What follows belongs to an exercise in optimizing a design on an open flow for small area, a short achievable clock period and few clock cycles per item; a production flow would make more cautious choices. RTL that was checked went through simulation tests only; none was proved equivalent to the original. No functional check of the RTL was part of run 6. Power is estimated from default activity; no workload was simulated.

$ cat config.mk
export PLATFORM = sky130hd
export DESIGN_NAME = dmac_prog_builder
export DESIGN_NICKNAME = dmac_prog_builder
export VERILOG_FILES = /design/flow/design.v
export SDC_FILE = /design/flow/constraint.sdc
export NUM_CORES = 4
export LEC_CHECK = 0
export CAP_MARGIN = 20
export CORE_MARGIN = 2
export CORE_UTILIZATION = 40
export CTS_BUF_LIST = sky130_fd_sc_hd__clkbuf_8
export SETUP_SLACK_MARGIN = 4.8
export SLEW_MARGIN = 20
$ cat constraint.sdc
create_clock -name core_clock -period 8.0 [get_ports {clk}]
set_input_delay 1.6000 -clock core_clock [delete_from_list [all_inputs] [get_ports {clk}]]
set_output_delay 1.6000 -clock core_clock [all_outputs]
set_load 0.01 [all_outputs]
$ cat design.v
module dmac_prog_builder (
    input  wire        clk,
    input  wire        rst,
    input  wire        cmd_valid,
    output wire        cmd_ready,
    input  wire        cmd_zf,          
    input  wire [31:0] cmd_src,
    input  wire [31:0] cmd_dst,
    input  wire [31:0] cmd_size,
    input  wire [2:0]  cmd_bsz,
    input  wire [4:0]  cmd_blen,
    input  wire [2:0]  cmd_ssz,
    input  wire [5:0]  cmd_periph,
    input  wire [1:0]  cmd_kind,        
    input  wire        cmd_cache,
    input  wire        cmd_nonsecure,
    input  wire [31:0] cmd_buf_base,
    input  wire [31:0] cmd_buf_cap,
    output wire        wr_valid,
    input  wire        wr_ready,
    output wire [31:0] wr_addr,
    output wire [7:0]  wr_data,
    output reg         res_valid,
    output wire [1:0]  res_status,      
    output reg  [3:0]  res_cause,
    output wire [31:0] res_length,
    output wire [31:0] res_needed,
    output reg  [3:0]  res_residual
);
    localparam [3:0] I_SAR  = 4'd0;
    localparam [3:0] I_DAR  = 4'd1;
    localparam [3:0] I_FLP  = 4'd2;
    localparam [3:0] I_CCRB = 4'd3;
    localparam [3:0] I_LP1  = 4'd4;
    localparam [3:0] I_LP0  = 4'd5;
    localparam [3:0] I_BODY = 4'd6;
    localparam [3:0] I_LPE0 = 4'd7;
    localparam [3:0] I_LPE1 = 4'd8;
    localparam [3:0] I_CCRT = 4'd9;
    localparam [3:0] I_END  = 4'd10;
    localparam [3:0] I_DONE = 4'd11;
    localparam [1:0] P_FULL = 2'd0;      
    localparam [1:0] P_MID  = 2'd1;      
    localparam [1:0] P_LO   = 2'd2;      
    localparam [1:0] P_TAIL = 2'd3;      
    reg        idle;             
    reg        chk;              
    reg        run;              
    reg        verr;             
    reg        ovf;              
    reg        r_zf;
    reg [31:0] r_src, r_dst;
    reg [2:0]  r_bsz, r_ssz;
    reg [4:0]  r_blen;
    reg [4:0]  r_periph;
    reg        r_per5;
    reg [1:0]  r_kind;
    reg        r_cache, r_nonsecure;
    reg [31:0] room;             
    reg [31:0] q;
    reg [7:0]  rm;
    reg [4:0]  dcnt;             
    reg        ddone;            
    reg [6:0]  d3;               
    reg [3:0]  ip;
    reg [2:0]  bi;               
    reg [1:0]  ptype;
    reg        tph;              
    reg [19:0] off;              
    reg        a_st;             
    reg        a_l6;             
    reg        a_l1;             
    reg        a_last;           
    reg        a_ccrbl;          
    reg        vld;
    reg [7:0]  dat;
    reg [31:0] addr;
    assign cmd_ready = idle;
    assign wr_valid  = vld;
    assign wr_data   = dat;
    assign wr_addr   = addr;
    wire periph = !r_zf && (r_kind != 2'd0);
    wire [3:0] amask = r_zf ? 4'hF : ~(4'hF << r_bsz);
    wire [33:0] bsum = {2'b00, ~(addr ^ room)} + {1'b0, addr | room, 1'b0};
    wire bad_buf = bsum[33];
    reg  [3:0] cause;
    always @(*) begin
        if (r_zf) begin
            if (r_dst[3:0] != 4'd0)                           cause = 4'd6;
            else                                              cause = 4'd8;
        end else begin
            if (r_kind == 2'd3)                               cause = 4'd10;
            else if (r_bsz > 3'd4)                            cause = 4'd1;
            else if (r_ssz > 3'd4 || r_ssz > r_bsz)           cause = 4'd2;
            else if (r_blen == 5'd0 || r_blen > 5'd16)        cause = 4'd3;
            else if (r_kind != 2'd0 && r_per5)                cause = 4'd4;
            else if ((r_src[3:0] & amask) != 4'd0)            cause = 4'd5;
            else if ((r_dst[3:0] & amask) != 4'd0)            cause = 4'd6;
            else                                              cause = 4'd8;
        end
    end
    wire v_err = (cause != 4'd8) || bad_buf;
    wire fits0 = (room[31:3] != 29'd0) || (room[2:1] == 2'b11);
    wire [3:0] c_am  = cmd_zf ? 4'hF : ~(4'hF << cmd_bsz);
    wire       c_bad = cmd_zf ? (cmd_dst[3:0] != 4'd0) :
                       (cmd_kind == 2'd3) || (cmd_bsz > 3'd4) || (cmd_ssz > cmd_bsz) ||
                       (cmd_blen == 5'd0) || (cmd_blen > 5'd16) ||
                       (cmd_kind != 2'd0 && cmd_periph[5]) ||
                       ((cmd_src[3:0] | cmd_dst[3:0]) & c_am) != 4'd0;
    wire       c_fit = (cmd_buf_cap[30:3] != 28'd0) || (cmd_buf_cap[2:1] == 2'b11);
    wire       quick = !c_bad && !cmd_buf_base[31] && !cmd_buf_cap[31] && c_fit;
    wire       ist   = (ip == I_CCRT);
    wire       c_si  = !r_zf && (r_kind != 2'd2);
    wire       c_di  = r_zf || (r_kind != 2'd1);
    wire       c_sc7 = !r_zf && r_cache && (r_kind != 2'd2);
    wire       c_dc7 = !r_zf && r_cache && (r_kind != 2'd1);
    wire       c_p   = !r_zf && r_nonsecure;
    wire [2:0] c_e   = r_zf ? (ist ? 3'd0 : 3'd4) : (ist ? r_ssz : r_bsz);
    wire [3:0] c_l   = ist ? 4'd0 : (r_zf ? 4'd15 : r_blen[3:0] - 4'd1);
    wire [31:0] ccr  = {4'd0, c_dc7, c_dc7, 1'b1, 1'b0, c_p, 1'b0, c_l, c_e, c_di,
                        c_sc7, c_sc7, 1'b1, 1'b0, c_p, 1'b0, c_l, c_e, c_si};
    wire [2:0] e_t     = r_zf ? 3'd0 : r_ssz;
    wire [7:0] t_units = rm >> e_t;
    reg        f_nz, mid_c, lo_nz, q7_nz, t_nz;
    wire [7:0] pp      = {r_periph, 3'b000};
    wire [2:0] body_n  = r_zf ? 3'd3 : (periph ? 3'd7 : 3'd4);
    wire [2:0] body_l  = r_zf ? 3'd2 : (periph ? 3'd6 : 3'd3);
    wire [4:0] plan_l  = r_zf ? 5'd11 : (periph ? 5'd15 : 5'd12);
    wire [7:0] cnt_m1  = ((ptype == P_TAIL) ? t_units :
                          (ptype == P_MID)  ? q[15:8] : q[7:0]) - 8'd1;
    wire [31:0] imm  = (ip == I_SAR) ? r_src : (ip == I_DAR) ? r_dst : ccr;
    wire [1:0]  bsel = bi[1:0] - 2'd2;
    wire [7:0]  immb = imm[{bsel, 3'b000} +: 8];
    wire        g    = !tph;
    reg [7:0] nb;
    always @(*) begin
        nb = 8'h00;
        case (ip)
            I_SAR, I_DAR, I_CCRB, I_CCRT: begin
                case (bi)
                    3'd0:    nb = 8'hBC;
                    3'd1:    nb = {6'd0, ip == I_DAR, ip == I_CCRB || ip == I_CCRT};
                    default: nb = immb;
                endcase
            end
            I_FLP:  nb = bi[0] ? pp : 8'h35;
            I_LP1:  nb = bi[0] ? ((ptype == P_FULL) ? 8'hFF : cnt_m1) : 8'h22;
            I_LP0:  nb = bi[0] ? ((ptype == P_FULL || ptype == P_MID) ? 8'hFF : cnt_m1) : 8'h20;
            I_LPE0: nb = bi[0] ? {5'd0, body_n} : 8'h38;
            I_LPE1: nb = bi[0] ? {4'd0, body_n + 4'd4} : 8'h3C;
            I_BODY: begin
                if (r_zf) begin
                    case (bi)
                        3'd0:    nb = 8'h12;         
                        3'd1:    nb = 8'h0C;         
                        default: nb = 8'h13;         
                    endcase
                end else if (!periph) begin
                    case (bi)
                        3'd0:    nb = 8'h04;         
                        3'd1:    nb = 8'h12;         
                        3'd2:    nb = 8'h08;         
                        default: nb = 8'h13;         
                    endcase
                end else begin
                    case (bi)
                        3'd0:    nb = {6'b001100, g, 1'b0};      
                        3'd2:    nb = 8'h04;                     
                        3'd3:    nb = 8'h12;                     
                        3'd4:    nb = {6'b001010, g, 1'b1};      
                        3'd6:    nb = 8'h13;                     
                        default: nb = pp;
                    endcase
                end
            end
            default: nb = 8'h00;     
        endcase
    end
    reg [3:0] n_ip;
    reg [1:0] n_pt;
    always @(*) begin
        n_ip = I_DONE;
        n_pt = ptype;
        case (ip)
            I_SAR:  n_ip = I_DAR;
            I_DAR:  n_ip = periph ? I_FLP : I_CCRB;
            I_FLP:  n_ip = I_CCRB;
            I_LP1:  n_ip = I_LP0;
            I_LP0:  n_ip = I_BODY;
            I_BODY: n_ip = I_LPE0;
            I_CCRT: begin
                n_ip = t_nz ? I_LP0 : I_END;
                n_pt = P_TAIL;
            end
            I_END:  n_ip = I_DONE;
            default: begin       
                if (ip == I_LPE0 && (ptype == P_FULL || ptype == P_MID))
                    n_ip = I_LPE1;
                else if (ptype == P_TAIL && ip != I_CCRB)
                    n_ip = I_END;
                else if ((ptype == P_FULL || ip == I_CCRB) && f_nz) begin
                    n_ip = I_LP1; n_pt = P_FULL;
                end else if ((ptype == P_FULL || ip == I_CCRB) && mid_c) begin
                    n_ip = I_LP1; n_pt = P_MID;
                end else if ((ptype == P_FULL || ip == I_CCRB) ? lo_nz :
                             (ptype == P_MID && q7_nz)) begin
                    n_ip = I_LP0; n_pt = P_LO;
                end else
                    n_ip = I_CCRT;
            end
        endcase
    end
    wire       f_2   = (q[31:17] != 15'd0);
    wire [3:0] s_ip  = f_2 ? I_LP1 : mid_c ? I_LP1 : lo_nz ? I_LP0 : I_CCRT;
    wire [1:0] s_pt  = f_2 ? P_FULL : mid_c ? P_MID : P_LO;
    wire [2:0] bn    = bi + 3'd1;
    wire       b_st  = (ip == I_BODY) && (!periph || (bn != 3'd1 && bn != 3'd5));
    wire       b_l1  = !periph || bn == 3'd2 || bn == 3'd3 || bn == 3'd6;
    wire       b_last = (ip == I_BODY) ? (bn == body_l) :
                        (ip == I_SAR || ip == I_DAR || ip == I_CCRB || ip == I_CCRT) ?
                        (bn == 3'd5) : 1'b1;
    wire slot_free = !vld || wr_ready;
    wire stall     = a_ccrbl && !ddone;
    wire can       = run && slot_free && !stall && (ip != I_DONE);
    wire fits      = (room[31:3] != 29'd0) ||
                     (a_l6 ? (room[2:0] == 3'd7) : a_l1 ? (room[2:1] != 2'd0) :
                      (room[2] || room[1:0] == 2'b11));
    wire ovf_now   = a_st && !fits && !ovf;
    wire wr_now    = !ovf && !ovf_now;
    wire skip      = ovf && (ip == I_LP1) && (bi == 3'd0) && (ptype == P_FULL);
    wire fdec      = (ip == I_LP0) && bi[0] && (ptype == P_FULL);
    wire [5:0] d1  = r_zf ? 6'd1 : (r_bsz[0] ? {r_blen, 1'b0} : {1'b0, r_blen});
    wire [6:0] tt  = {rm[4:0], q[31:30]};
    wire [7:0] x1  = {1'b0, tt} - {2'b0, d1};
    wire [7:0] x2  = {1'b0, tt} - {1'b0, d1, 1'b0};
    wire [7:0] x3  = {1'b0, tt} - {1'b0, d3};
    wire [1:0] qd  = !x3[7] ? 2'd3 : !x2[7] ? 2'd2 : !x1[7] ? 2'd1 : 2'd0;
    wire [4:0] rn  = !x3[7] ? x3[4:0] : !x2[7] ? x2[4:0] : !x1[7] ? x1[4:0] : tt[4:0];
    wire [7:0] rfix = r_zf      ? q[31:24] :
                      r_bsz[2]  ? {rm[3:0], q[31:28]} :
                      r_bsz[1]  ? {rm[5:0], q[31:30]} : rm;
    wire [7:0] qtop = r_zf      ? 8'd0 :
                      r_bsz[2]  ? {4'd0, q[27:24]} :
                      r_bsz[1]  ? {2'd0, q[29:24]} : q[31:24];
    wire [6:0] cd1 = cmd_bsz[0] ? {1'b0, cmd_blen, 1'b0} : {2'b0, cmd_blen};
    always @(posedge clk) begin
        if (rst) begin
            idle      <= 1'b1;
            chk       <= 1'b0;
            run       <= 1'b0;
            vld       <= 1'b0;
            res_valid <= 1'b0;
        end else begin
            res_valid <= 1'b0;
            if (idle) begin
                idle      <= !cmd_valid;
                chk       <= cmd_valid && !quick;
                run       <= cmd_valid && quick;
                vld       <= cmd_valid && quick;
            end else if (chk) begin
                chk       <= 1'b0;
                res_valid <= v_err;
                idle      <= v_err;
                run       <= !v_err;
                vld       <= !v_err && fits0;
            end else if (run && ip == I_DONE && slot_free) begin
                run       <= 1'b0;
                res_valid <= 1'b1;
                idle      <= 1'b1;
            end
            if (can)
                vld <= wr_now && !skip;
            else if (run && wr_ready)
                vld <= 1'b0;
        end
    end
    always @(posedge clk) begin
        if (idle) begin
            r_zf        <= cmd_zf;
            r_src       <= cmd_src;
            r_dst       <= cmd_dst;
            r_bsz       <= cmd_bsz;
            r_blen      <= cmd_blen;
            r_ssz       <= cmd_ssz;
            r_periph    <= cmd_periph[4:0];
            r_per5      <= cmd_periph[5];
            r_kind      <= cmd_kind;
            r_cache     <= cmd_cache;
            r_nonsecure <= cmd_nonsecure;
            room        <= cmd_buf_cap;
            addr        <= cmd_buf_base;
            verr        <= 1'b0;
            q           <= cmd_size;
            rm          <= 8'd0;
            dcnt        <= cmd_zf ? 5'd4 : {3'd0, cmd_bsz[2:1]};
            ddone       <= 1'b0;
            d3          <= cmd_zf ? 7'd3 : cd1 + {cd1[5:0], 1'b0};
            ip          <= cmd_zf ? I_DAR : I_SAR;
            bi          <= 3'd1;
            dat         <= 8'hBC;
            a_st        <= 1'b0;
            a_l6        <= 1'b0;
            a_l1        <= 1'b0;
            a_last      <= 1'b0;
            a_ccrbl     <= 1'b0;
            ptype       <= P_FULL;
            tph         <= 1'b0;
            off         <= 20'd1;
            ovf         <= 1'b0;
        end else begin
            if (chk) begin
                verr <= v_err;
                if (!fits0 && !v_err) begin
                    ovf        <= 1'b1;
                    room[19:0] <= 20'd0;
                end
            end
            if (vld && wr_ready)
                addr <= addr + 32'd1;
            if (!dcnt[4]) begin
                q    <= {q[29:0], qd};
                rm   <= {3'd0, rn};
                dcnt <= dcnt + 5'd1;
            end else if (!ddone) begin
                q[31:24] <= qtop;
                rm       <= rfix;
                ddone    <= 1'b1;
            end
            if (can) begin
                if (skip) begin
                    off      <= off + {15'd0, plan_l};
                    q[31:16] <= q[31:16] - 16'd1;
                    ip       <= s_ip;
                    ptype    <= s_pt;
                    a_l6     <= (s_ip == I_CCRT);
                end else begin
                    off <= off + 20'd1;
                    if (ovf_now) begin
                        ovf        <= 1'b1;
                        room[19:0] <= off;
                    end
                    if (wr_now) begin
                        dat        <= nb;
                        room[19:0] <= room[19:0] - 20'd1;
                    end
                    if (fdec)
                        q[31:16] <= q[31:16] - 16'd1;
                    if (a_last) begin
                        bi      <= 3'd0;
                        ip      <= n_ip;
                        ptype   <= n_pt;
                        a_st    <= 1'b1;
                        a_l6    <= (n_ip == I_DAR || n_ip == I_CCRB || n_ip == I_CCRT);
                        a_l1    <= (n_ip == I_END) || (n_ip == I_BODY && !periph);
                        a_last  <= (n_ip == I_END);
                        a_ccrbl <= 1'b0;
                        if (n_ip == I_CCRT)
                            tph <= 1'b1;
                    end else begin
                        bi      <= bn;
                        a_st    <= b_st;
                        a_l6    <= 1'b0;
                        a_l1    <= b_l1;
                        a_last  <= b_last;
                        a_ccrbl <= (ip == I_CCRB) && (bn == 3'd5);
                    end
                end
            end
            if (ip == I_DONE && !ovf)
                room[19:0] <= off;
        end
    end
    wire        dfix  = dcnt[4] && !ddone;
    wire [15:0] f_src = dfix ? {qtop, q[23:16]} : q[31:16];
    wire [7:0]  t_src = (dfix ? rfix : rm) >> e_t;
    always @(posedge clk) begin
        f_nz  <= (f_src != 16'd0);
        mid_c <= (q[15:9] != 7'd0) || (q[8] && q[7:0] != 8'd0);
        lo_nz <= (q[15:0] != 16'd0);
        q7_nz <= (q[7:0] != 8'd0);
        t_nz  <= (t_src != 8'd0);
    end
    always @(posedge clk) begin
        res_cause    <= cause;
        res_residual <= rm[3:0] & ~(4'hF << e_t);
    end
    assign res_status   = {ovf, verr};
    assign res_length   = {12'd0, room[19:0]};
    assign res_needed   = {12'd0, off};
endmodule
$ cat run.sh
#!/bin/bash
# synth_recipe.tcl (not shown) runs the flow's synth.tcl, then flattens the netlist and writes it again
# the make line also repeats each setting of config.mk as NAME=value (left out here)
make -C /OpenROAD-flow-scripts/flow DESIGN_CONFIG=/design/flow/config.mk WORK_HOME=/design/flow/orfs CLKGATE_MAP_FILE= SYNTH_SCRIPT=/design/flow/synth_recipe.tcl finish
==> results.txt, run 1 <==
* Status: no timing/DRC/antenna violations
* Number of I/O pins at 303
* Gp weighted congestion at 0.913
* Starting utilization of the core area at 40.3%
* Total number of yosys warnings at 1
* Cts bufs inserted at 50
* Peak fanout along the critical path at 2
* Startpoint Class: input port
* Sequential fraction of design power at 38.7%
* Height of the die at 215 um
* Synthesized area at 17700 um2
* Number of DRC violations after detailed-routing iteration 0 at 1284
* Via count at 16.6k
* Sum of net half-perimeters after detailed placement at 43.2 mm
* Antenna Nets Post-Route at 0
* Average footprint of a synthesized cell at 8.80 um2
* Max capacitance violation total at 0
* Setup repair after global routing missed its margin: yes
* Clock tree from TritonCTS: yes
* Clock group share of total power at 31.7%
* Cell Rows at 77
* Vias in the first global route at 16.3k
* Leading post-synthesis cells by instance count: sky130_fd_sc_hd__nand2_1 (184), sky130_fd_sc_hd__inv_1 (178), sky130_fd_sc_hd__edfxtp_1 (161)
* Class of the tightest hold or removal check: reg -> reg
* Final Setup Violations at 0
* # DRC at 0
* Detailed Routing Iterations Pass 1 at 6
* Clock Tree Root: sky130_fd_sc_hd__clkbuf_8
* Top cells by area in the synthesized netlist: sky130_fd_sc_hd__edfxtp_1 (27%), sky130_fd_sc_hd__dfxtp_1 (12%), sky130_fd_sc_hd__ha_1 (7.8%)
* Number of I/O port buffers at 278
* Overall Global Routing Usage at 25.4%
* R2R Setup Slk at 4900 ps
* Count of H-tree levels built during CTS at 2
* Pin slew with the least headroom to its limit at 1080 ps
* Clock-pin slew on the worst setup and hold paths at 60 ps
* Yosys top cell by area: sky130_fd_sc_hd__edfxtp_1
* Asr flop ratio synth at 0%
* Maximum vdd ir drop at 0.0000977 V
* Min cycle time layout at 3190 ps
* Wire length reported by the detailed router at 60.4 mm
* Worst path top cell family by delay: compound AO/OA/AOI/OAI gates
* Critical path start-end classification: in -> reg
* Net count reported at finish at 2590
* Average via count per standard cell at 5.68
* Share of cells above drive strength 1 at 12.4%
* Achievable Freq at 314 MHz
* Yosys top cell area share at 27.3%
* Synthesized netlist cell count at 2015
* Largest net degree at the start of global routing at 89
* Total power divided by cell area at 203 nW/um2
* Chain of cells forming the critical path: clkdlybuf4s50_1, o41ai_2, o221ai_1, nor3_2, nand3_4, a2111oi_4, nand2_1, a21o_1, o32ai_1
* Largest stage delay on the critical path at 440 ps
* Post-layout power at 4.59 mW
* Worst EP arrival at 3730 ps
* Number of flops mapped to enable cells by yosys at 161
* Die Width at 215 um
* Clock Skew at 36.7 ps
* Global route total overflow at 0
* Pins over their slew limit at 0
* Sum of negative setup slack at 0 ps
* Insertion delay to the later sink of the worst-skew pair at 650 ps
* Switching part of the total power at 33.4%
* Library cells used by synthesis at 98
* Area Growth Syn to Fin at 27.5%
* Number of clock sinks seen by CTS at 266
* Count of hold buffers inserted by post-cts repair at 0
* Data required, critical path at 8540 ps
* Slew Limit Headroom at 28.2%
* Type of destination of the critical path: flip-flop
* Hold violation total from the final report at 0
* Final std cells w/o fill at 2922
* Psw at 1.53 mW
* Average wire length per cell after detail routing at 20.7 um
* Post-placement cell count at 2776
* Most common flop cell mapped by yosys: sky130_fd_sc_hd__edfxtp_1
* #FFs+latches synth at 266
* Share of synthesized area occupied by flip-flops and latches at 39.1%
* Library cell contributing the largest single delay on the critical path: sky130_fd_sc_hd__clkdlybuf4s50_1
* Floorplan Core Area at 44000 um2
* Crit share post-route at 39.9%
* Number of buffers on the longest clock path at 3
* Antenna violations before repair at 1
* Logic pwr share at 29.6%
* Leak at 9.08 nW
* Number of buffer and inverter instances along the worst setup path at 1
* Wire length of the first global-routing pass at 92.6 mm
* Cell-internal power at 3.06 mW
* Top-count cell post-synth: sky130_fd_sc_hd__nand2_1
* Overall die area at 46000 um2
-- timing repair --
item / CTS / global route
buffers inserted: 36 / 13
pin swaps: 11 / 7
setup endpoints to repair: 159 / 57
cloned: 1 / 3
resized for setup: 159 / 36
-- metal layers --
layer	wire [um]	up-vias	global-route usage [%]	share of wire (%)
met2	28900	673	42.9	48
li1	-	7815	-	-
met3	4050	119	4.48	6.7
met1	25500	7986	32.3	42
met4	1930	0	9.54	3.2
met5	0	-	0	0
-- flip-flops by register name, indices dropped and copies added (netlist names), 2 cells and up --
register / cells
r_kind: 2
ptype: 2
q: 32
r_blen: 5
r_ssz: 3
r_bsz: 3
r_src: 32
r_dst: 32
rm: 8
d3: 7
dcnt: 5
bi: 3
dat: 8
off: 20
res_cause: 4
room: 32
addr: 32
r_periph: 5
ip: 4
res_residual: 4
-- path summary, 6_finish.rpt --
| check | depth (start not counted) | to | startpoint |
|---|---|---|---|
| worst min-delay path | 1 | verr | verr |
| worst max-delay path | 9 | vld | cmd_src[3] |
| worst min register to register | 1 | verr | verr |
| worst max register to register | 12 | dat[2] | r_zf |
-- worst reg2reg max path: cells and delay by family, from the launching register on --
kind,cells,cell delay [ps]
DFF,1,430
and+or+nand+nor,2,800
xor gates and xnor gates,1,130
AOI/OAI and AO/OA,6,1200
buffers and inverters,2,270
adders and majority gates,1,130
-- kinds of logic (layout without fill, tap and decap cells) --
logic type                 Yosys count  count (layout)  share of synthesized area (%)
and+or+nand+nor                    633             634                           17.6
AOI/OAI and AO/OA                  546             546                           20.0
buffers and inverters              331             620                           8.10
DFF                                266             266                           39.1
adders and majority gates          115             115                           8.32
xor gates and xnor gates            66              66                           3.26
muxes                               57              57                           3.67
other                                1              26                         0.0211
-- final cells by class --
type | count | area, um2
fillers | 4204 | 21400
multi-input cells | 1442 | 9800
flip-flops and latches | 266 | 6990
repair buffers | 345 | 3280
clock buffers | 60 | 826
well taps | 592 | 741
inverters | 184 | 708
clock inverters | 31 | 265
diodes | 2 | 5.00
-- layout by cell type (no fill, tap or decap), types with 58 or more instances in the layout --
| cell | synthesis | routed |
|---|---|---|
| sky130_fd_sc_hd__inv_1 | 178 | 191 |
| sky130_fd_sc_hd__a21oi_1 | 132 | 126 |
| sky130_fd_sc_hd__nand2_1 | 184 | 182 |
| sky130_fd_sc_hd__o21ai_0 | 149 | 144 |
| sky130_fd_sc_hd__ha_1 | 110 | 109 |
| sky130_fd_sc_hd__edfxtp_1 | 161 | 161 |
| sky130_fd_sc_hd__nor2_1 | 158 | 153 |
| sky130_fd_sc_hd__dlygate4sd2_1 | 0 | 75 |
| sky130_fd_sc_hd__dfxtp_1 | 105 | 71 |
| sky130_fd_sc_hd__clkbuf_8 | 0 | 61 |
| sky130_fd_sc_hd__buf_4 | 46 | 58 |
| sky130_fd_sc_hd__clkdlybuf4s50_1 | 0 | 197 |
-- power by group through the flow --
stage,logic (mW),clock network (mW),registers [mW]
after floorplan,0.884,0,1.74
after global placement,1.24,0,1.82
after detailed placement,1.27,0,1.82
after CTS,1.33,1.50,1.77
after global routing,1.51,1.55,1.79
final,1.36,1.46,1.77
-- stage by stage --
stage | setup WS [ps] | hold slack [ps] | cell area, um2 | utilization [%]
after global placement | 3470 | 454 | 20800 | 47.2
after CTS | 4790 | 473 | 22300 | 50.7
after global routing | 4680 | 493 | 22600 | 51.3
after floorplan | 4660 | 432 | 17900 | -
final | 4810 | 468 | 22600 | 51.4
after detailed placement | 3380 | 464 | 20800 | 47.2
Testbench counts, summed over its fixed seeds: cycles 17,742, builds 384.
==> run 2, diff against run 1 <==
--- a/config.mk
+++ b/config.mk
@@ -10,4 +10,4 @@
 export CORE_UTILIZATION = 40
 export CTS_BUF_LIST = sky130_fd_sc_hd__clkbuf_8
-export SETUP_SLACK_MARGIN = 4.8
+export SETUP_SLACK_MARGIN = 5
 export SLEW_MARGIN = 20
==> run 2 against run 1 <==
Compared with the run above:
- highest routed layer is now met5
- cell area increased by 3.2%
- first-iteration DRC count increased by 8.5%
- via count about the same
- routed wire length increased by 0.52%
- critical path depth decreased by 8
- fmax increased by 7.9%
- non-clock buffer count increased by 38
- combinational power increased by 7%
- hold slack improved by 9.8 ps
- die area unchanged
- clock power decreased by 4%
- critical path type is now reg -> out
==> results.txt, run 2 <==
* Status: no timing/DRC/antenna violations
* Most common cell after layout, fill and taps aside: sky130_fd_sc_hd__nand2_1
* Count of hold buffers inserted by post-cts repair at 0 (unchanged)
* Height of the die at 215 um (unchanged)
* Complex-gate fraction of the synthesized area at 20.0% (unchanged)
* Floorplan Core Area at 44000 um2 (unchanged)
* Starting utilization of the core area at 40.3% (unchanged)
* #FFs+latches synth at 266 (unchanged)
* Sum of net half-perimeters after detailed placement at 42.9 mm (-0.70%)
* Slew Limit Headroom at 33.6% (+5.4 points)
* Chain of cells forming the critical path: clkdlybuf4s15_2
* Startpoint Class: flip-flop
* Post-synthesis adder-cell area fraction at 8.32% (unchanged)
* Asr flop ratio synth at 0% (unchanged)
* Cell-internal power at 3.06 mW (about the same)
* Final-layout fill cell count at 4125 (-1.9%)
* Library cell contributing the largest single delay on the critical path: sky130_fd_sc_hd__dfxtp_1
* Length in cells of the worst reg-to-reg path at 8 (-4)
* Yosys top cell area share at 27.3% (unchanged)
* Type of destination of the critical path: output port
* Area Growth Syn to Fin at 31.5%
* Detailed Routing Iterations Pass 1 at 5 (-1)
* Yosys top cell by area: sky130_fd_sc_hd__edfxtp_1
* Post-placement cell count at 2776 (unchanged)
* Number of I/O port buffers at 278 (unchanged)
* Average via count per standard cell at 5.61 (-1.2%)
* Class of the tightest hold or removal check: reg -> reg
* Crit share post-route at 36.9% (-2.9 points)
* # DRC at 0 (unchanged)
* Psw at 1.57 mW (+2.2%)
* Area taken by flip-flops and latches at 7010 um2 (+0.27%)
* Insertion delay to the later sink of the worst-skew pair at 630 ps (-20 ps)
* Clock-pin slew on the worst setup and hold paths at 60 ps (about the same)
* Share of cells above drive strength 1 at 16.2% (+3.8 points)
* Number of clock sinks seen by CTS at 266 (unchanged)
* Die Width at 215 um (unchanged)
* Sum of negative setup slack at 0 ps (unchanged)
* R2R Setup Slk at 5060 ps (+160 ps)
* Final Setup Violations at 0 (unchanged)
* Number of buffer and inverter instances along the worst setup path at 1 (unchanged)
* Number of I/O pins at 303 (unchanged)
* Pins over their slew limit at 0 (unchanged)
* Top-count cell post-synth: sky130_fd_sc_hd__nand2_1
* Area used by multi-input combinational logic at 10200 um2 (+3.9%)
* Peak fanout along the critical path at 4 (+2)
* Switching part of the total power at 33.9% (+0.49 points)
* Vias in the first global route at 16.5k (+1.2%)
* Achievable Freq at 338 MHz (+7.9%)
* Worst Hold Path EP: a_ccrbl
* Count of H-tree levels built during CTS at 2 (unchanged)
* Maximum vdd ir drop at 0.000170 V (+74%)
* Launching point of the worst reg2reg path: ip[0]
* Largest stage delay on the critical path at 420 ps (-20 ps)
* Critical path start-end classification: reg -> out
* Cts bufs inserted at 50 (unchanged)
* Number of flops mapped to enable cells by yosys at 161 (unchanged)
* Sequential fraction of design power at 38.3% (-0.4 points)
* Worst EP arrival at 1360 ps (-2370 ps)
* Antenna violations before repair at 3 (+2)
* Logic pwr share at 31.5% (+1.9 points)
* Post-layout power at 4.63 mW (+0.75%)
* Overall die area at 46000 um2 (unchanged)
* Worst hold path depth at 2 (+1)
* Number of DRC violations after detailed-routing iteration 0 at 1393 (+8.5%)
* Synthesized area at 17700 um2 (unchanged)
* Share of synthesized area occupied by flip-flops and latches at 39.1% (unchanged)
* RR Endpoint: dat[3]
* Number of buffers on the longest clock path at 3 (unchanged)
* Average wire length per cell after detail routing at 20.5 um (-0.71%)
* Setup repair after global routing missed its margin: yes
* Largest net degree at the start of global routing at 168 (+89%)
* Clock tree from TritonCTS: yes
* Clock Tree Root: sky130_fd_sc_hd__clkbuf_8
* Leak at 9.41 nW (+3.7%)
* Max capacitance violation total at 0 (unchanged)
* Combinational family with the most area after synthesis: compound AO/OA/AOI/OAI gates
* Simple-gate share of the synthesized area at 17.6% (unchanged)
* Wire length reported by the detailed router at 60.7 mm (+0.52%)
* Min cycle time layout at 2960 ps (-234 ps)
* Top cells by area in the synthesized netlist: sky130_fd_sc_hd__edfxtp_1 (27%), sky130_fd_sc_hd__dfxtp_1 (12%), sky130_fd_sc_hd__ha_1 (7.8%)
* Data required, critical path at 6400 ps (-2140 ps)
* Most common flop cell mapped by yosys: sky130_fd_sc_hd__edfxtp_1
* Hold violation total from the final report at 0 (unchanged)
* Average footprint of a synthesized cell at 8.80 um2 (unchanged)
* Final std cells w/o fill at 2958 (+1.2%)
* Gp weighted congestion at 0.877 (-4.0%)
* Mux cell area share after synthesis at 3.67% (unchanged)
* Leading post-synthesis cells by instance count: sky130_fd_sc_hd__nand2_1 (184), sky130_fd_sc_hd__inv_1 (178), sky130_fd_sc_hd__edfxtp_1 (161)
* Cell Rows at 77 (unchanged)
* Library cells used by synthesis at 98 (unchanged)
* Worst path top cell family by delay: flip-flops
* Total power divided by cell area at 198 nW/um2 (-2.4%)
* Global route total overflow at 0 (unchanged)
* Via count at 16.6k (+0.060%)
* Pin slew with the least headroom to its limit at 996 ps (-81.2 ps)
* Area share of xor/xnor cells in the synthesized design at 3.26% (unchanged)
* Wire length of the first global-routing pass at 93.5 mm (+0.98%)
* Total number of yosys warnings at 1 (unchanged)
* Antenna Nets Post-Route at 0 (unchanged)
* Overall Global Routing Usage at 25.6% (+0.21 points)
* Clock group share of total power at 30.2% (-1.5 points)
* Clock Skew at 14.4 ps (-22.2 ps)
* Net count reported at finish at 2628 (+1.5%)
* Hold Startpoint: a_ccrbl
* Synthesized netlist cell count at 2015 (unchanged)
* Most frequent cells in the layout: sky130_fd_sc_hd__nand2_1 (183), sky130_fd_sc_hd__inv_1 (181), sky130_fd_sc_hd__clkdlybuf4s50_1 (163)
-- run 2: cell counts after synthesis --
No cell type changed its count.
-- run 2: how the worst max path moves through the flow --
| stage | start | cells past startpoint | slack (ps) | to |
|---|---|---|---|---|
| after floorplan | cmd_bsz[0] | 10 | 4660 | d3[6] |
| final | vld | 1 | 5040 | wr_valid |
| after CTS | addr[18] | 13 | 4930 | room[1] |
| after global routing | r_zf | 10 | 4910 | vld |
| after detailed placement | cmd_bsz[0] | 9 | 3600 | vld |
| after global placement | cmd_bsz[0] | 8 | 3680 | vld |
-- run 2: logic make-up after synthesis --
| group | Yosys count |
|---|---|
| muxes | 57 |
| AOI/OAI and AO/OA | 546 |
| xor gates and xnor gates | 66 |
| adders and majority gates | 115 |
| and+or+nand+nor | 633 |
| buffers and inverters | 331 |
| DFF | 266 |
| other | 1 |
-- run 2: cell type report --
class	count	area share, %
antenna	2	0.0215
clock inverter	31	1.02
clock buffer	58	3.42
timing repair buffer	383	15.6
sequential	266	30.0
multi-input combinational	1442	43.6
tap	592	3.17
inverter	184	3.08
-- run 2: repair_timing --
item                       CTS  global route
cloned                       5             0
setup endpoints to repair  177            57
pin swaps                   23            39
resized for setup          249           113
buffers inserted            60            26
-- run 2: power groups by stage --
| stage | registers [mW] | logic, mW | clock network, mW |
|---|---|---|---|
| after global routing | 1.79 | 1.61 | 1.49 |
| after CTS | 1.77 | 1.36 | 1.43 |
| final | 1.77 | 1.46 | 1.40 |
| after floorplan | 1.74 | 0.900 | 0 |
| after detailed placement | 1.82 | 1.28 | 0 |
| after global placement | 1.82 | 1.26 | 0 |
-- run 2: through the flow --
step	utilization, %	hold slack (ps)	setup slack [ps]	cell area (um2)
2_1_floorplan	-	432	4660	18000
3_3_place_gp	47.4	457	3680	20900
3_5_place_dp	47.4	473	3600	20900
4_1_cts	51.6	482	4930	22700
5_1_grt	53.0	514	4910	23300
6_report	53.0	478	5040	23300
-- run 2: worst reg2reg max path, cell delays in order (launching register included) --
cell and delay [ps]:
sky130_fd_sc_hd__edfxtp_1 540, sky130_fd_sc_hd__buf_12 210, sky130_fd_sc_hd__or4_1 830, sky130_fd_sc_hd__o21ai_0 260
sky130_fd_sc_hd__o21ai_0 220, sky130_fd_sc_hd__nand4_1 160, sky130_fd_sc_hd__nand4_1 170, sky130_fd_sc_hd__a221oi_1 310
sky130_fd_sc_hd__o21ai_0 130
-- run 2: layer usage --
layer	vias to the layer above	wire, um	track usage, %
met4	2	2410	11.1
met1	7879	25700	32.9
met3	146	4170	4.67
met2	678	28500	42.1
li1	7898	-	-
met5	-	14	0
==> run 3, diff against run 2 <==
--- a/config.mk
+++ b/config.mk
@@ -10,4 +10,5 @@
 export CORE_UTILIZATION = 40
 export CTS_BUF_LIST = sky130_fd_sc_hd__clkbuf_8
+export GPL_TIMING_DRIVEN = 0
 export SETUP_SLACK_MARGIN = 5
 export SLEW_MARGIN = 20
==> run 3 against run 2 <==
Compared with the run above:
- total power down 0.13%
- critical path depth is 17 higher
- clock power is 12% lower
- fmax fell by 3.5%
- first-iteration DRC count decreased by 3.1%
- sequential share of layout area decreased by 1.1 points
- synthesized cell count unchanged
- critical path type is now reg -> reg
==> results.txt, run 3 <==
* Max capacitance violation total at 0 (unchanged)
* Library cells used by synthesis at 98 (unchanged)
* Area of all placed cells without fillers at 24400 um2 (+4.4%)
* Number of DRC violations after detailed-routing iteration 0 at 1350 (-3.1%)
* Average wire length per cell after detail routing at 21.8 um (+6.1%)
* Data required, critical path at 8530 ps (+2130 ps)
* Clock-pin slew on the worst setup and hold paths at 60 ps (about the same)
* Leading post-synthesis cells by instance count: sky130_fd_sc_hd__nand2_1 (184), sky130_fd_sc_hd__inv_1 (178), sky130_fd_sc_hd__edfxtp_1 (161)
* Most common cell after layout, fill and taps aside: sky130_fd_sc_hd__inv_1
* Instance area at placement at 21600 um2 (+3.5%)
* Number of buffers on the longest clock path at 3 (unchanged)
* Antenna Nets Post-Route at 0 (unchanged)
* Number of flops mapped to enable cells by yosys at 161 (unchanged)
* Cell Rows at 77 (unchanged)
* Synthesized area at 17700 um2 (unchanged)
* Yosys top cell area share at 27.3% (unchanged)
* Pin slew with the least headroom to its limit at 906 ps (-89.3 ps)
* Insertion delay to the later sink of the worst-skew pair at 640 ps (about the same)
* Number of I/O pins at 303 (unchanged)
* Final std cells w/o fill at 3118 (+5.4%)
* Antenna violations before repair at 1 (-2)
* Cts bufs inserted at 50 (unchanged)
* Wire length of the first global-routing pass at 102 mm (+9.1%)
* Post-placement cell count at 2910 (+4.8%)
* Library cell contributing the largest single delay on the critical path: sky130_fd_sc_hd__edfxtp_1
* Top-count cell post-synth: sky130_fd_sc_hd__nand2_1
* Number of clock sinks seen by CTS at 266 (unchanged)
* Wire length reported by the detailed router at 67.9 mm (+12%)
* Maximum vdd ir drop at 0.000125 V (-27%)
* #FFs+latches synth at 266 (unchanged)
* Area Growth Syn to Fin at 37.4%
* Most frequent cells in the layout: sky130_fd_sc_hd__inv_1 (192), sky130_fd_sc_hd__nand2_1 (179), sky130_fd_sc_hd__clkdlybuf4s50_1 (163)
* Clock Tree Root: sky130_fd_sc_hd__clkbuf_8
* Starting utilization of the core area at 40.3% (unchanged)
* Type of destination of the critical path: flip-flop
* Peak fanout along the critical path at 7 (+3)
* Overall Global Routing Usage at 28.5% (+3.0 points)
* Critical path start-end classification: reg -> reg
* Top cells by area in the synthesized netlist: sky130_fd_sc_hd__edfxtp_1 (27%), sky130_fd_sc_hd__dfxtp_1 (12%), sky130_fd_sc_hd__ha_1 (7.8%)
* Average via count per standard cell at 5.63 (+0.34%)
* Share of cells above drive strength 1 at 20.3% (+4.0 points)
* Class of the tightest hold or removal check: reg -> reg
* Final Setup Violations at 0 (unchanged)
* # DRC at 0 (unchanged)
* Total power divided by cell area at 190 nW/um2 (-4.4%)
* Slew Limit Headroom at 39.6% (+6.0 points)
* Chain of cells forming the critical path: buf_6, buf_8, buf_8, buf_12, buf_8, clkbuf_16, or2_4, inv_4, fa_2, nor2b_2, o21a_1, o21a_1, o21ai_2, nand2b_1, clkbuf_8, o21ai_2, o211ai_1, a221oi_2
* Synthesized netlist cell count at 2015 (unchanged)
* Count of hold buffers inserted by post-cts repair at 0 (unchanged)
* Average footprint of a synthesized cell at 8.80 um2 (unchanged)
* Die Width at 215 um (unchanged)
* Most prevalent standard cell on the critical path: sky130_fd_sc_hd__buf_8
* Sum of net half-perimeters after detailed placement at 50.6 mm (+18%)
* Via count at 17.6k (+5.8%)
* Sum of negative setup slack at 0 ps (unchanged)
* Overall die area at 46000 um2 (unchanged)
* Setup repair after global routing missed its margin: yes
* Net count reported at finish at 2789 (+6.1%)
* Global route total overflow at 0 (unchanged)
* Most common flop cell mapped by yosys: sky130_fd_sc_hd__edfxtp_1
* Crit share post-route at 38.3% (+1.4 points)
* Clock tree from TritonCTS: yes
* Gp weighted congestion at 0.936 (+6.7%)
* Startpoint Class: flip-flop
* Largest stage delay on the critical path at 400 ps (-20 ps)
* Total number of yosys warnings at 1 (unchanged)
* Asr flop ratio synth at 0% (unchanged)
* Worst EP arrival at 3590 ps (+2230 ps)
* Detailed Routing Iterations Pass 1 at 5 (unchanged)
* Vias in the first global route at 17.4k (+5.3%)
* Largest net degree at the start of global routing at 32 (-81%)
* Number of I/O port buffers at 278 (unchanged)
* Min cycle time layout at 3060 ps (+108 ps)
* Clock Skew at 38.3 ps (+23.8 ps)
* Achievable Freq at 326 MHz (-3.5%)
* Height of the die at 215 um (unchanged)
* Status: no timing/DRC/antenna violations
* Count of H-tree levels built during CTS at 2 (unchanged)
* Post-layout power at 4.62 mW (-0.13%)
* Leak at 10.1 nW (+7.0%)
* Hold violation total from the final report at 0 (unchanged)
* Floorplan Core Area at 44000 um2 (unchanged)
* Pins over their slew limit at 0 (unchanged)
* Share of synthesized area occupied by flip-flops and latches at 39.1% (unchanged)
* Yosys top cell by area: sky130_fd_sc_hd__edfxtp_1
[run 3: cell types whose count changed in the layout (fill, tap and decap cells not counted), sizes merged, moves of 4 or more]
cell / before / now
buf: 108 / 195
clkbuf: 63 / 140
inv: 190 / 202
bufinv: 4 / 0
dlygate4sd2: 89 / 66
dlymetal6s2s: 5 / 10
clkdlybuf4s15: 10 / 24
clkinv: 20 / 14
[run 3: layout make-up]
type | instances | area (um2)
inverters | 184 | 723
fillers | 4100 | 19700
repair buffers | 398 | 3710
plain buffers | 147 | 1060
flip-flops and latches | 266 | 7040
multi-input cells | 1441 | 10200
well taps | 592 | 741
clock buffers | 55 | 757
clock inverters | 34 | 139
diodes | 1 | 2.50
[run 3: per-stage QoR]
step | hold slack (ps) | utilization (%) | setup WS [ps]
2_1_floorplan | 432 | - | 4660
3_3_place_gp | 445 | 48.9 | 3100
3_5_place_dp | 451 | 49.0 | 3530
4_1_cts | 454 | 53.8 | 4930
5_1_grt | 475 | 55.3 | 4830
6_report | 452 | 55.3 | 4940
[run 3: final timing paths]
check          from  endpoint  slack, ps  cells after the start
min          dat[1]    dat[1]        450                      2
max            r_zf     rm[3]       4940                     18
max reg2reg    r_zf     rm[3]       4940                     18
min reg2reg  dat[1]    dat[1]        450                      2
[run 3: cells by family after synthesis]
logic type / Yosys count / share of synthesized area (%)
adder cells (fa/ha/maj): 115 / 8.32
other: 1 / 0.0211
buffers and inverters: 331 / 8.10
AO/OA/AOI/OAI: 546 / 20.0
flip-flops: 266 / 39.1
XOR/XNOR: 66 / 3.26
AND/OR/NAND/NOR: 633 / 17.6
multiplexers: 57 / 3.67
[run 3: repair_timing]
item	CTS	global route
buffers inserted	76	37
pin swaps	40	40
endpoints found under the setup margin	290	123
gates resized for setup	354	146
gates cloned	4	1
[run 3: critical path, delay by kind of cell (launching register included)]
kind | cells | cell delay [ps]
AND/OR/NAND/NOR | 3 | 420
adder cells (fa/ha/maj) | 1 | 200
flip-flops | 1 | 400
buffers and inverters | 8 | 1020
AO/OA/AOI/OAI | 6 | 910
[run 3: where the power goes]
group	leakage, nW	internal (mW)	switching, mW	total, mW
sequential	2.53	1.61	0.129	1.73
clock	0.548	0.625	0.610	1.23
combinational	6.99	0.754	0.896	1.65
total	10.1	2.98	1.63	4.62
[run 3: metal layers]
| metal | vias to the layer above | part of all wire (%) | global-route usage, % | wire length (um) |
|---|---|---|---|---|
| li1 | 8223 | - | - | - |
| met3 | 163 | 6.3 | 4.74 | 4290 |
| met4 | 2 | 4.2 | 11.6 | 2840 |
| met5 | - | 0.019 | 0 | 13 |
| met2 | 734 | 48 | 48.4 | 32300 |
| met1 | 8438 | 42 | 36.1 | 28500 |
==> run 4, diff against run 3 <==
--- a/config.mk
+++ b/config.mk
@@ -8,7 +8,6 @@
 export CAP_MARGIN = 20
 export CORE_MARGIN = 2
-export CORE_UTILIZATION = 40
+export CORE_UTILIZATION = 35
 export CTS_BUF_LIST = sky130_fd_sc_hd__clkbuf_8
-export GPL_TIMING_DRIVEN = 0
 export SETUP_SLACK_MARGIN = 5
 export SLEW_MARGIN = 20
==> run 4 against run 3 <==
Compared with the run above:
- still clean on timing, DRC and antenna
- routed wire length fell by 6.7%
- sequential power rose by 2%
- core utilization fell by 8.5 points
- combinational power fell by 12%
- first-iteration DRC count rose by 7.0%
- hold slack improved by 12 ps
- sequential share of layout area rose by 0.98 points
- die area rose by 14%
- synthesized cell count did not move
- critical path depth fell by 9
- critical endpoint is now vld
- highest routed layer unchanged
==> results.txt, run 4 <==
* Critical path start-end classification: in -> reg
* Clock Tree Root: sky130_fd_sc_hd__clkbuf_8
* Antenna violations before repair at 5 (+4)
* Average wire length per cell after detail routing at 20.7 um (-4.8%)
* Asr flop ratio synth at 0% (unchanged)
* Wire length of the first global-routing pass at 95.3 mm (-6.6%)
* Net count reported at finish at 2638 (-5.4%)
* Average via count per standard cell at 5.47 (-2.9%)
* Cell Rows at 82 (+6.5%)
* Slew Limit Headroom at 39.3% (-0.31 points)
* Yosys top cell by area: sky130_fd_sc_hd__edfxtp_1
* Clock Skew at 17.0 ps (-21.3 ps)
* Overall Global Routing Usage at 23.1% (-5.5 points)
* Maximum vdd ir drop at 0.000104 V (-17%)
* Clock tree from TritonCTS: yes
* Via count at 16.7k (-4.9%)
* Global route total overflow at 0 (unchanged)
* Antenna Nets Post-Route at 0 (unchanged)
* Average footprint of a synthesized cell at 8.80 um2 (unchanged)
* Top cells by area in the synthesized netlist: sky130_fd_sc_hd__edfxtp_1 (27%), sky130_fd_sc_hd__dfxtp_1 (12%), sky130_fd_sc_hd__ha_1 (7.8%)
* Detailed Routing Iterations Pass 1 at 6 (+1)
* Cts bufs inserted at 51 (+2.0%)
* Most frequent cells in the layout: sky130_fd_sc_hd__inv_1 (183), sky130_fd_sc_hd__nand2_1 (183), sky130_fd_sc_hd__clkdlybuf4s50_1 (163)
* Utilization of the core after routing at 46.8% (-8.5 points)
* Worst hold slack at 464 ps (+12.4 ps)
* Max capacitance violation total at 0 (unchanged)
* Chain of cells forming the critical path: dlygate4sd2_1, o41ai_4, o221ai_2, nor3_2, nand3_4, a2111oi_4, nand2_1, a21o_1, o32ai_2
* Library cells used by synthesis at 98 (unchanged)
* Peak fanout along the critical path at 2 (-5)
* Most common flop cell mapped by yosys: sky130_fd_sc_hd__edfxtp_1
* Type of destination of the critical path: flip-flop
* Clock-pin slew on the worst setup and hold paths at 60 ps (about the same)
* Share of synthesized area occupied by flip-flops and latches at 39.1% (unchanged)
* Number of buffers on the longest clock path at 3 (unchanged)
* Crit share post-route at 37.5% (-0.77 points)
* Post-placement cell count at 2859 (-1.8%)
* Count of hold buffers inserted by post-cts repair at 0 (unchanged)
* Top-count cell post-synth: sky130_fd_sc_hd__nand2_1
* Sum of negative setup slack at 0 ps (unchanged)
* Height of the die at 229 um (+6.8%)
* Count of H-tree levels built during CTS at 2 (unchanged)
* Gp weighted congestion at 0.894 (-4.5%)
* Final worst setup slack at 5000 ps (+61.4 ps)
* Placement-stage worst setup slack at 3590 ps (+60.0 ps)
* Leak at 9.42 nW (-6.4%)
* Setup repair after global routing missed its margin: yes
* Library cell contributing the largest single delay on the critical path: sky130_fd_sc_hd__a2111oi_4
* Number of I/O port buffers at 278 (unchanged)
* Wire length reported by the detailed router at 63.3 mm (-6.7%)
* #FFs+latches synth at 266 (unchanged)
* Achievable Freq at 333 MHz (+2.0%)
* Worst EP arrival at 3560 ps (-30 ps)
* # DRC at 0 (unchanged)
* Pins over their slew limit at 0 (unchanged)
* Share of cells above drive strength 1 at 16.7% (-3.6 points)
* Yosys top cell area share at 27.3% (unchanged)
* Largest net degree at the start of global routing at 92 (+190%)
* Final std cells w/o fill at 3054 (-2.1%)
* Min cycle time layout at 3000 ps (-61.4 ps)
* Vias in the first global route at 16.3k (-6.1%)
* Data required, critical path at 8550 ps (+20 ps)
* Total power divided by cell area at 199 nW/um2 (+4.8%)
* Die Width at 229 um (+6.8%)
* Synthesized area at 17700 um2 (unchanged)
* Number of DRC violations after detailed-routing iteration 0 at 1445 (+7.0%)
* Overall die area at 52500 um2 (+14%)
* Pin slew with the least headroom to its limit at 911 ps (+4.67 ps)
* Startpoint Class: input port
* Number of flops mapped to enable cells by yosys at 161 (unchanged)
* Insertion delay to the later sink of the worst-skew pair at 640 ps (about the same)
* Hold violation total from the final report at 0 (unchanged)
* Largest stage delay on the critical path at 380 ps (-20 ps)
* Floorplan Core Area at 50100 um2 (+14%)
* Starting utilization of the core area at 35.4% (-4.9 points)
* Final Setup Violations at 0 (unchanged)
* Number of I/O pins at 303 (unchanged)
* Sum of net half-perimeters after detailed placement at 45.1 mm (-11%)
* Total number of yosys warnings at 1 (unchanged)
* Status: no timing/DRC/antenna violations
* Area Growth Syn to Fin at 32.1%
* Leading post-synthesis cells by instance count: sky130_fd_sc_hd__nand2_1 (184), sky130_fd_sc_hd__inv_1 (178), sky130_fd_sc_hd__edfxtp_1 (161)
* Synthesized netlist cell count at 2015 (unchanged)
* Class of the tightest hold or removal check: reg -> reg
* Number of clock sinks seen by CTS at 266 (unchanged)
-- run 4: cell count changes in the layout (fill, tap and decap cells not counted), moves of 9 or more --
cell and change:
sky130_fd_sc_hd__buf_4 -62, sky130_fd_sc_hd__clkbuf_1 -42, sky130_fd_sc_hd__clkbuf_2 -22, sky130_fd_sc_hd__dfxtp_2 +13
sky130_fd_sc_hd__dfxtp_4 -15, sky130_fd_sc_hd__inv_1 -9, sky130_fd_sc_hd__o21ai_0 +9
-- run 4: path summary, 6_finish.rpt --
path,startpoint,to,slack (ps),cells past startpoint
setup / recovery,cmd_src[3],vld,5000,9
hold / removal,verr,verr,460,1
setup reg to reg,r_zf,vld,5020,11
hold reg to reg,verr,verr,460,1
-- run 4: cell families (layout without fill, tap and decap cells) --
family	Yosys count	count (layout)	synth area share, %
other	1	26	0.0211
AND/OR/NAND/NOR	633	634	17.6
buffers and inverters	331	671	8.10
multiplexers	57	57	3.67
XOR/XNOR	66	66	3.26
flip-flops	266	266	39.1
AO/OA/AOI/OAI	546	547	20.0
adder cells (fa/ha/maj)	115	115	8.32
-- run 4: timing repair --
item | CTS | global route
setup buffers | 60 | 30
resized for setup | 260 | 102
gates cloned | 4 | 2
pin swaps | 22 | 36
endpoints found under the setup margin | 172 | 77
-- run 4: final cells by class --
type	instances	area (um2)
Inverter	184	714
Fill cell	4876	26600
Antenna cell	2	5.00
Multi-Input combinational cell	1443	10100
Clock inverter	39	290
Timing Repair Buffer	391	3710
Sequential cell	266	7000
Tap cell	672	841
Clock buffer	57	785
-- run 4: layer usage --
metal / routed length (um) / track usage, %
met3: 4940 / 5.50
met2: 29700 / 38.2
met5: 27 / 0
met4: 2080 / 7.85
met1: 26600 / 29.5
-- run 4: through the flow --
| stage | area [um2] | power, mW |
|---|---|---|
| 2_1_floorplan | 18000 | 2.64 |
| 3_3_place_gp | 21000 | 3.09 |
| 3_5_place_dp | 21000 | 3.11 |
| 4_1_cts | 22800 | 4.62 |
| 5_1_grt | 23400 | 4.92 |
| 6_report | 23400 | 4.65 |
-- run 4: power breakdown --
group          internal, mW  switching, mW  leakage, nW
Sequential             1.61          0.161         2.52
Combinational         0.654          0.792         6.33
Clock                 0.788          0.654        0.572
Total                  3.05           1.61         9.42
-- run 4: critical path: cells and delay by family --
kind                   cells  cell delay [ps]
and+or+nand+nor            3              510
AOI/OAI and AO/OA          5             1140
buffers and inverters      1              280
==> run 5, diff against run 4 <==
--- a/config.mk
+++ b/config.mk
@@ -6,8 +6,8 @@
 export NUM_CORES = 4
 export LEC_CHECK = 0
-export CAP_MARGIN = 20
+export CAP_MARGIN = 10
 export CORE_MARGIN = 2
-export CORE_UTILIZATION = 35
+export CORE_UTILIZATION = 40
 export CTS_BUF_LIST = sky130_fd_sc_hd__clkbuf_8
 export SETUP_SLACK_MARGIN = 5
-export SLEW_MARGIN = 20
+export SLEW_MARGIN = 10
==> run 5 against run 4 <==
Compared with the run above:
- largest cell class unchanged
- setup slack improved by 53 ps
- critical path depth fell by 8
- clock power fell by 3%
- clock skew fell by 3.8 ps
- hold slack improved by 14 ps
- cell area fell by 0.43%
- die area fell by 12%
- final cell count fell by 3.1%
- sequential power barely moved
- synthesized cell count did not move
- fmax rose by 1.8%
- critical endpoint is now wr_addr[3]
- non-clock buffer count fell by 8
==> results.txt, run 5 <==
* Top-count cell post-synth: sky130_fd_sc_hd__nand2_1
* Post-placement cell count at 2776 (-2.9%)
* Pins over their slew limit at 0 (unchanged)
* Class of the tightest hold or removal check: reg -> reg
* Antenna violations before repair at 3 (-2)
* Via count at 16.6k (-0.32%)
* Count of hold buffers inserted by post-cts repair at 0 (unchanged)
* Wire length reported by the detailed router at 60.8 mm (-4.0%)
* Floorplan Core Area at 44000 um2 (-12%)
* Critical path start-end classification: reg -> out
* Worst path top cell family by delay: flip-flops
* Achievable Freq at 339 MHz (+1.8%)
* # DRC at 0 (unchanged)
* Detailed Routing Iterations Pass 1 at 6 (unchanged)
* Number of flops mapped to enable cells by yosys at 161 (unchanged)
* Synthesized netlist cell count at 2015 (unchanged)
* Starting utilization of the core area at 40.3% (+4.9 points)
* Setup repair after global routing missed its margin: yes
* Met1 Track Usage GR at 32.9% (+3.5 points)
* Yosys top cell area share at 27.3% (unchanged)
* Share of synthesized area occupied by flip-flops and latches at 39.1% (unchanged)
* Yosys top cell by area: sky130_fd_sc_hd__edfxtp_1
* Largest net degree at the start of global routing at 168 (+83%)
* Leak at 9.41 nW (-0.15%)
* Sum of negative setup slack at 0 ps (unchanged)
* Vias in the first global route at 16.5k (+1.1%)
* Global Route met2 Usage at 42.1% (+3.9 points)
* Startpoint Class: flip-flop
* Sum of net half-perimeters after detailed placement at 42.9 mm (-4.8%)
* Insertion delay to the later sink of the worst-skew pair at 620 ps (-20 ps)
* Crit share post-route at 36.9% (-0.66 points)
* Most frequent cells in the layout: sky130_fd_sc_hd__nand2_1 (184), sky130_fd_sc_hd__inv_1 (181), sky130_fd_sc_hd__clkdlybuf4s50_1 (163)
* Maximum vdd ir drop at 0.000169 V (+63%)
* Antenna Nets Post-Route at 0 (unchanged)
* Overall Global Routing Usage at 25.6% (+2.5 points)
* Overall die area at 46000 um2 (-12%)
* Pin slew with the least headroom to its limit at 1120 ps (+207 ps)
* Library cell contributing the largest single delay on the critical path: sky130_fd_sc_hd__edfxtp_1
* Number of buffer and inverter instances along the worst setup path at 1 (unchanged)
* Number of I/O port buffers at 278 (unchanged)
* Number of clock sinks seen by CTS at 266 (unchanged)
* Max capacitance violation total at 0 (unchanged)
* Slew Limit Headroom at 25.3% (-14 points)
* Library cells used by synthesis at 98 (unchanged)
* Type of destination of the critical path: output port
* Number of buffers on the longest clock path at 3 (unchanged)
* Average via count per standard cell at 5.63 (+2.9%)
* Worst hold slack at 478 ps (+13.7 ps)
* Asr flop ratio synth at 0% (unchanged)
* Final std cells w/o fill at 2958 (-3.1%)
* Die Width at 215 um (-6.3%)
* Top cells by area in the synthesized netlist: sky130_fd_sc_hd__edfxtp_1 (27%), sky130_fd_sc_hd__dfxtp_1 (12%), sky130_fd_sc_hd__ha_1 (7.8%)
* Number of I/O pins at 303 (unchanged)
* Status: no timing/DRC/antenna violations
* Most common flop cell mapped by yosys: sky130_fd_sc_hd__edfxtp_1
* Global route total overflow at 0 (unchanged)
* Net count reported at finish at 2628 (-0.38%)
* Clock Tree Root: sky130_fd_sc_hd__clkbuf_8
* Cell Rows at 77 (-6.1%)
* Final Setup Violations at 0 (unchanged)
* #FFs+latches synth at 266 (unchanged)
* Cts bufs inserted at 50 (-2.0%)
* Count of H-tree levels built during CTS at 2 (unchanged)
* Height of the die at 215 um (-6.3%)
* Worst EP arrival at 1350 ps (-2210 ps)
* Min cycle time layout at 2950 ps (-52.8 ps)
* Gp weighted congestion at 0.877 (-1.9%)
* Clock-pin slew on the worst setup and hold paths at 50 ps (about the same)
* Number of DRC violations after detailed-routing iteration 0 at 1374 (-4.9%)
* Peak fanout along the critical path at 2 (unchanged)
* Met3 usage at 4.67% (-0.84 points)
* Most common cell after layout, fill and taps aside: sky130_fd_sc_hd__nand2_1
* Synthesized area at 17700 um2 (unchanged)
* Data required, critical path at 6400 ps (-2150 ps)
* Total power divided by cell area at 198 nW/um2 (-0.12%)
* Wire length of the first global-routing pass at 93.5 mm (-1.9%)
* Average wire length per cell after detail routing at 20.5 um (-0.90%)
* Hold violation total from the final report at 0 (unchanged)
* Average footprint of a synthesized cell at 8.80 um2 (unchanged)
* Share of cells above drive strength 1 at 16.2% (-0.44 points)
* Leading post-synthesis cells by instance count: sky130_fd_sc_hd__nand2_1 (184), sky130_fd_sc_hd__inv_1 (178), sky130_fd_sc_hd__edfxtp_1 (161)
* Area Growth Syn to Fin at 31.5%
* Most crowded layer after global routing: met2
* Clock Skew at 13.2 ps (-3.81 ps)
* Total number of yosys warnings at 1 (unchanged)
* Post-layout power at 4.63 mW (-0.55%)
* Chain of cells forming the critical path: dlygate4sd2_1
* Largest stage delay on the critical path at 420 ps (+40 ps)
* Clock tree from TritonCTS: yes
## run 5: worst paths after layout
kind                                   end  slack, ps    start  depth (start not counted)
worst min register to register     a_ccrbl        480  a_ccrbl                          2
worst min-delay path               a_ccrbl        480  a_ccrbl                          2
worst max register to register      dat[3]       5050    ip[0]                          8
worst max-delay path            wr_addr[3]       5050  addr[3]                          1
## run 5: cells by family after synthesis
kind of cell / after synthesis / share of synthesized area (%)
and+or+nand+nor: 633 / 17.6
xor gates and xnor gates: 66 / 3.26
adders and majority gates: 115 / 8.32
other: 1 / 0.0211
buffers and inverters: 331 / 8.10
DFF: 266 / 39.1
muxes: 57 / 3.67
AOI/OAI and AO/OA: 546 / 20.0
## run 5: repair_timing
| item | CTS | global route |
|---|---|---|
| cloned | 5 | 0 |
| setup endpoints to repair | 177 | 57 |
| pin swaps | 23 | 39 |
| setup buffers | 60 | 26 |
| endpoints found under the hold margin | 0 | 0 |
| gates resized for setup | 249 | 114 |
## run 5: metrics by stage
| step | area (um2) | worst slack, ps | utilization, % |
|---|---|---|---|
| finish | 23300 | 5050 | 53.0 |
| CTS | 22700 | 4930 | 51.6 |
| global placement | 20900 | 3680 | 47.4 |
| detailed placement | 20900 | 3600 | 47.4 |
| floorplan | 18000 | 4660 | - |
| global route | 23300 | 4910 | 53.0 |
## run 5: final cells by class
class	instances	area (um2)
Tap cell	592	741
Fill cell	4123	20700
Multi-Input combinational cell	1442	10200
Sequential cell	266	7010
Clock buffer	58	798
Clock inverter	31	238
Timing Repair Buffer	383	3640
Antenna cell	2	5.00
Inverter	184	718
## run 5: report_power, final
part	switching (mW)	internal [mW]	leakage [nW]
clock	0.612	0.787	0.572
sequential	0.166	1.61	2.52
combinational	0.794	0.665	6.31
total	1.57	3.06	9.41
## run 5: layer usage
metal / vias up / part of all wire [%]
li1: 7902 / -
met2: 723 / 47
met1: 7879 / 42
met3: 142 / 7.3
met4: 2 / 3.9
met5: - / 0.023
==> run 6, diff against run 5 <==
--- a/design.v
+++ b/design.v
@@ -82,6 +82,5 @@
     wire periph = !r_zf && (r_kind != 2'd0);
     wire [3:0] amask = r_zf ? 4'hF : ~(4'hF << r_bsz);
-    wire [33:0] bsum = {2'b00, ~(addr ^ room)} + {1'b0, addr | room, 1'b0};
-    wire bad_buf = bsum[33];
+    wire bad_buf = (room != 32'd0) && ((room - 32'd1) > ~addr);
     reg  [3:0] cause;
     always @(*) begin
--- a/config.mk
+++ b/config.mk
@@ -6,8 +6,8 @@
 export NUM_CORES = 4
 export LEC_CHECK = 0
-export CAP_MARGIN = 10
+export CAP_MARGIN = 20
 export CORE_MARGIN = 2
 export CORE_UTILIZATION = 40
 export CTS_BUF_LIST = sky130_fd_sc_hd__clkbuf_8
 export SETUP_SLACK_MARGIN = 5
-export SLEW_MARGIN = 10
+export SLEW_MARGIN = 20
==> run 6 against run 5 <==
Compared with the run above:
- routed wire length rose by 2.1%
- global-route usage increased by 0.89 points
- sequential share of layout area is 0.42 points higher
- total power grew 1.8%
==> results.txt, run 6 <==
* Top cells by area in the synthesized netlist: sky130_fd_sc_hd__edfxtp_1 (28%), sky130_fd_sc_hd__dfxtp_1 (12%), sky130_fd_sc_hd__ha_1 (5.9%)
* Post-placement cell count at 2698 (-2.8%)
* Net count reported at finish at 2553 (-2.9%)
* Starting utilization of the core area at 40.5% (+0.19 points)
* #FFs+latches synth at 266 (unchanged)
* Sum of net half-perimeters after detailed placement at 43.1 mm (+0.62%)
* Largest stage delay on the critical path at 590 ps (+170 ps)
* Routed length on met2 at 29.5 mm (+3.4%)
* Gp weighted congestion at 0.928 (+5.7%)
* Total number of yosys warnings at 1 (unchanged)
* Final std cells w/o fill at 2902 (-1.9%)
* Wl on met1 at 25.6 mm (+0.74%)
* Yosys top cell area share at 27.7% (+0.47 points)
* Number of DRC violations after detailed-routing iteration 0 at 1348 (-1.9%)
* Number of buffers on the longest clock path at 3 (unchanged)
* Clock Tree Root: sky130_fd_sc_hd__clkbuf_8
* Met3 routed wirelength at 4.36 mm (-1.3%)
* Max capacitance violation total at 0 (unchanged)
* Number of I/O pins at 303 (unchanged)
* Highest metal layer with signal wires: met5
* Placement-stage worst setup slack at 3410 ps (-190 ps)
* Status: no timing/DRC/antenna violations
* Slew Limit Headroom at 31.8% (+6.5 points)
* Hold Startpoint: dat[0]
* Peak fanout along the critical path at 5 (+3)
* Die Width at 213 um (-0.83%)
* Class of the tightest hold or removal check: reg -> reg
* Psw at 1.68 mW (+7.2%)
* R2R Setup Slk at 4050 ps (-1000 ps)
* Synthesized netlist cell count at 1948 (-3.3%)
* Hold violation total from the final report at 0 (unchanged)
* Worst hold path depth at 2 (unchanged)
* Height of the die at 213 um (-0.83%)
* # DRC at 0 (unchanged)
* Maximum vdd ir drop at 0.000150 V (-11%)
* Total power divided by cell area at 204 nW/um2 (+3.1%)
* Antenna Nets Post-Route at 0 (unchanged)
* Share of synthesized area occupied by flip-flops and latches at 39.8% (+0.67 points)
* Type of destination of the critical path: flip-flop
* Number of I/O port buffers at 278 (unchanged)
* Sequential fraction of design power at 38.8% (+0.5 points)
* Vias in the first global route at 16.2k (-1.9%)
* Final-layout fill cell count at 3993 (-3.2%)
* Sum of negative setup slack at 0 ps (unchanged)
* Crit share post-route at 49.4% (+13 points)
* Top-count cell post-synth: sky130_fd_sc_hd__nand2_1
* Most frequent cells in the layout: sky130_fd_sc_hd__nand2_1 (185), sky130_fd_sc_hd__clkdlybuf4s50_1 (172), sky130_fd_sc_hd__edfxtp_1 (161)
* Via count at 16.7k (+0.15%)
* Floorplan Core Area at 43100 um2 (-2.2%)
* Clock-pin slew on the worst setup and hold paths at 60 ps (about the same)
* Cts bufs inserted at 47 (-6.0%)
* Most common flop cell mapped by yosys: sky130_fd_sc_hd__edfxtp_1
* Number of clock sinks seen by CTS at 266 (unchanged)
* Final Setup Violations at 0 (unchanged)
* Min cycle time layout at 3950 ps (+1000 ps)
* Average footprint of a synthesized cell at 8.95 um2 (+1.7%)
* Data required, critical path at 8520 ps (+2120 ps)
* Synthesized area at 17400 um2 (-1.7%)
* Post-layout power at 4.71 mW (+1.8%)
* Global route total overflow at 0 (unchanged)
* Insertion delay to the later sink of the worst-skew pair at 650 ps (+30 ps)
* Average via count per standard cell at 5.75 (+2.1%)
* Overall die area at 45300 um2 (-1.7%)
* Startpoint Class: flip-flop
* Clock tree from TritonCTS: yes
* Length in cells of the worst reg-to-reg path at 16 (+8)
* Cell Rows at 76 (-1.3%)
* Yosys top cell by area: sky130_fd_sc_hd__edfxtp_1
* Final worst setup slack at 4050 ps (-1000 ps)
* Worst hold slack at 485 ps (+7.46 ps)
* Launching point of the worst reg2reg path: room[10]
==> run 6: changes by cell type after synthesis, sizes merged, moves of 10 or more <==
cell    previous run  this run
nand2            186       196
a211oi            20        32
xor2              22        57
inv              179        70
ha               110        82
==> run 6: worst max-delay path by stage <==
| stage | start | endpoint | slack (ps) | cells after the start |
|---|---|---|---|---|
| 2_1_floorplan | room[11] | room[1] | 4250 | 16 |
| 3_3_place_gp | cmd_bsz[0] | vld | 3470 | 9 |
| 3_5_place_dp | cmd_bsz[0] | vld | 3410 | 9 |
| 4_1_cts | room[4] | ovf | 3970 | 17 |
| 5_1_grt | room[4] | room[2] | 3890 | 16 |
| 6_report | room[10] | ovf | 4050 | 16 |
==> run 6: power by group through the flow <==
stage	logic [mW]	registers, mW	clock network (mW)
6_report	1.60	1.83	1.28
4_1_cts	1.53	1.82	1.31
5_1_grt	1.75	1.85	1.35
3_3_place_gp	1.40	1.90	0
3_5_place_dp	1.41	1.90	0
2_1_floorplan	0.979	1.81	0
==> run 6: layout make-up <==
type                            count  area, um2  area share [%]
Antenna cell                        1       2.50          0.0109
Clock inverter                     35        224           0.971
Multi-Input combinational cell   1482      10200            44.1
Timing Repair Buffer              411       3930            17.0
Clock buffer                       50        688            2.98
Inverter                           72        292            1.26
Sequential cell                   266       7020            30.5
Tap cell                          585        732            3.17
==> run 6: logic make-up after synthesis <==
logic type / Yosys count / synth area share [%]
adders and majority gates: 89 / 6.57
muxes: 65 / 4.00
other: 1 / 0.0215
xor gates and xnor gates: 92 / 4.62
buffers and inverters: 224 / 6.04
and+or+nand+nor: 673 / 19.5
DFF: 266 / 39.8
AOI/OAI and AO/OA: 538 / 19.5
==> run 6: repair_timing <==
item,4_1_cts,5_1_grt
setup buffers,78,35
endpoints found under the setup margin,170,62
pin swaps,30,37
gates resized for setup,250,74
cloned,3,2
==> run 6: metrics by stage <==
step                instance area [um2]  util, %
floorplan                         17800        -
global placement                  20600     47.9
detailed placement                20600     47.9
CTS                               22400     52.1
global route                      23100     53.5
finish                            23100     53.5
==> run 6: metal layers <==
metal | up-vias | global-route usage, %
met5 | - | 0
met4 | 2 | 11.2
met1 | 8028 | 33.1
met3 | 162 | 4.31
li1 | 7826 | -
met2 | 655 | 45.2
==> run 6: worst max-delay path, delay by kind of cell, from the launching register on <==
kind | cells | cell delay [ps]
DFF | 1 | 350
xor gates and xnor gates | 1 | 120
adders and majority gates | 1 | 310
AOI/OAI and AO/OA | 2 | 370
and+or+nand+nor | 12 | 2700

Check on run 6: ideal ports give 4.049 ns setup slack; a clkbuf_16 on the clock port and buf_2 on the inputs give 4.049 ns; moving port delays by the midpoint clock arrival (0.684 ns) as well gives 3.995 ns.
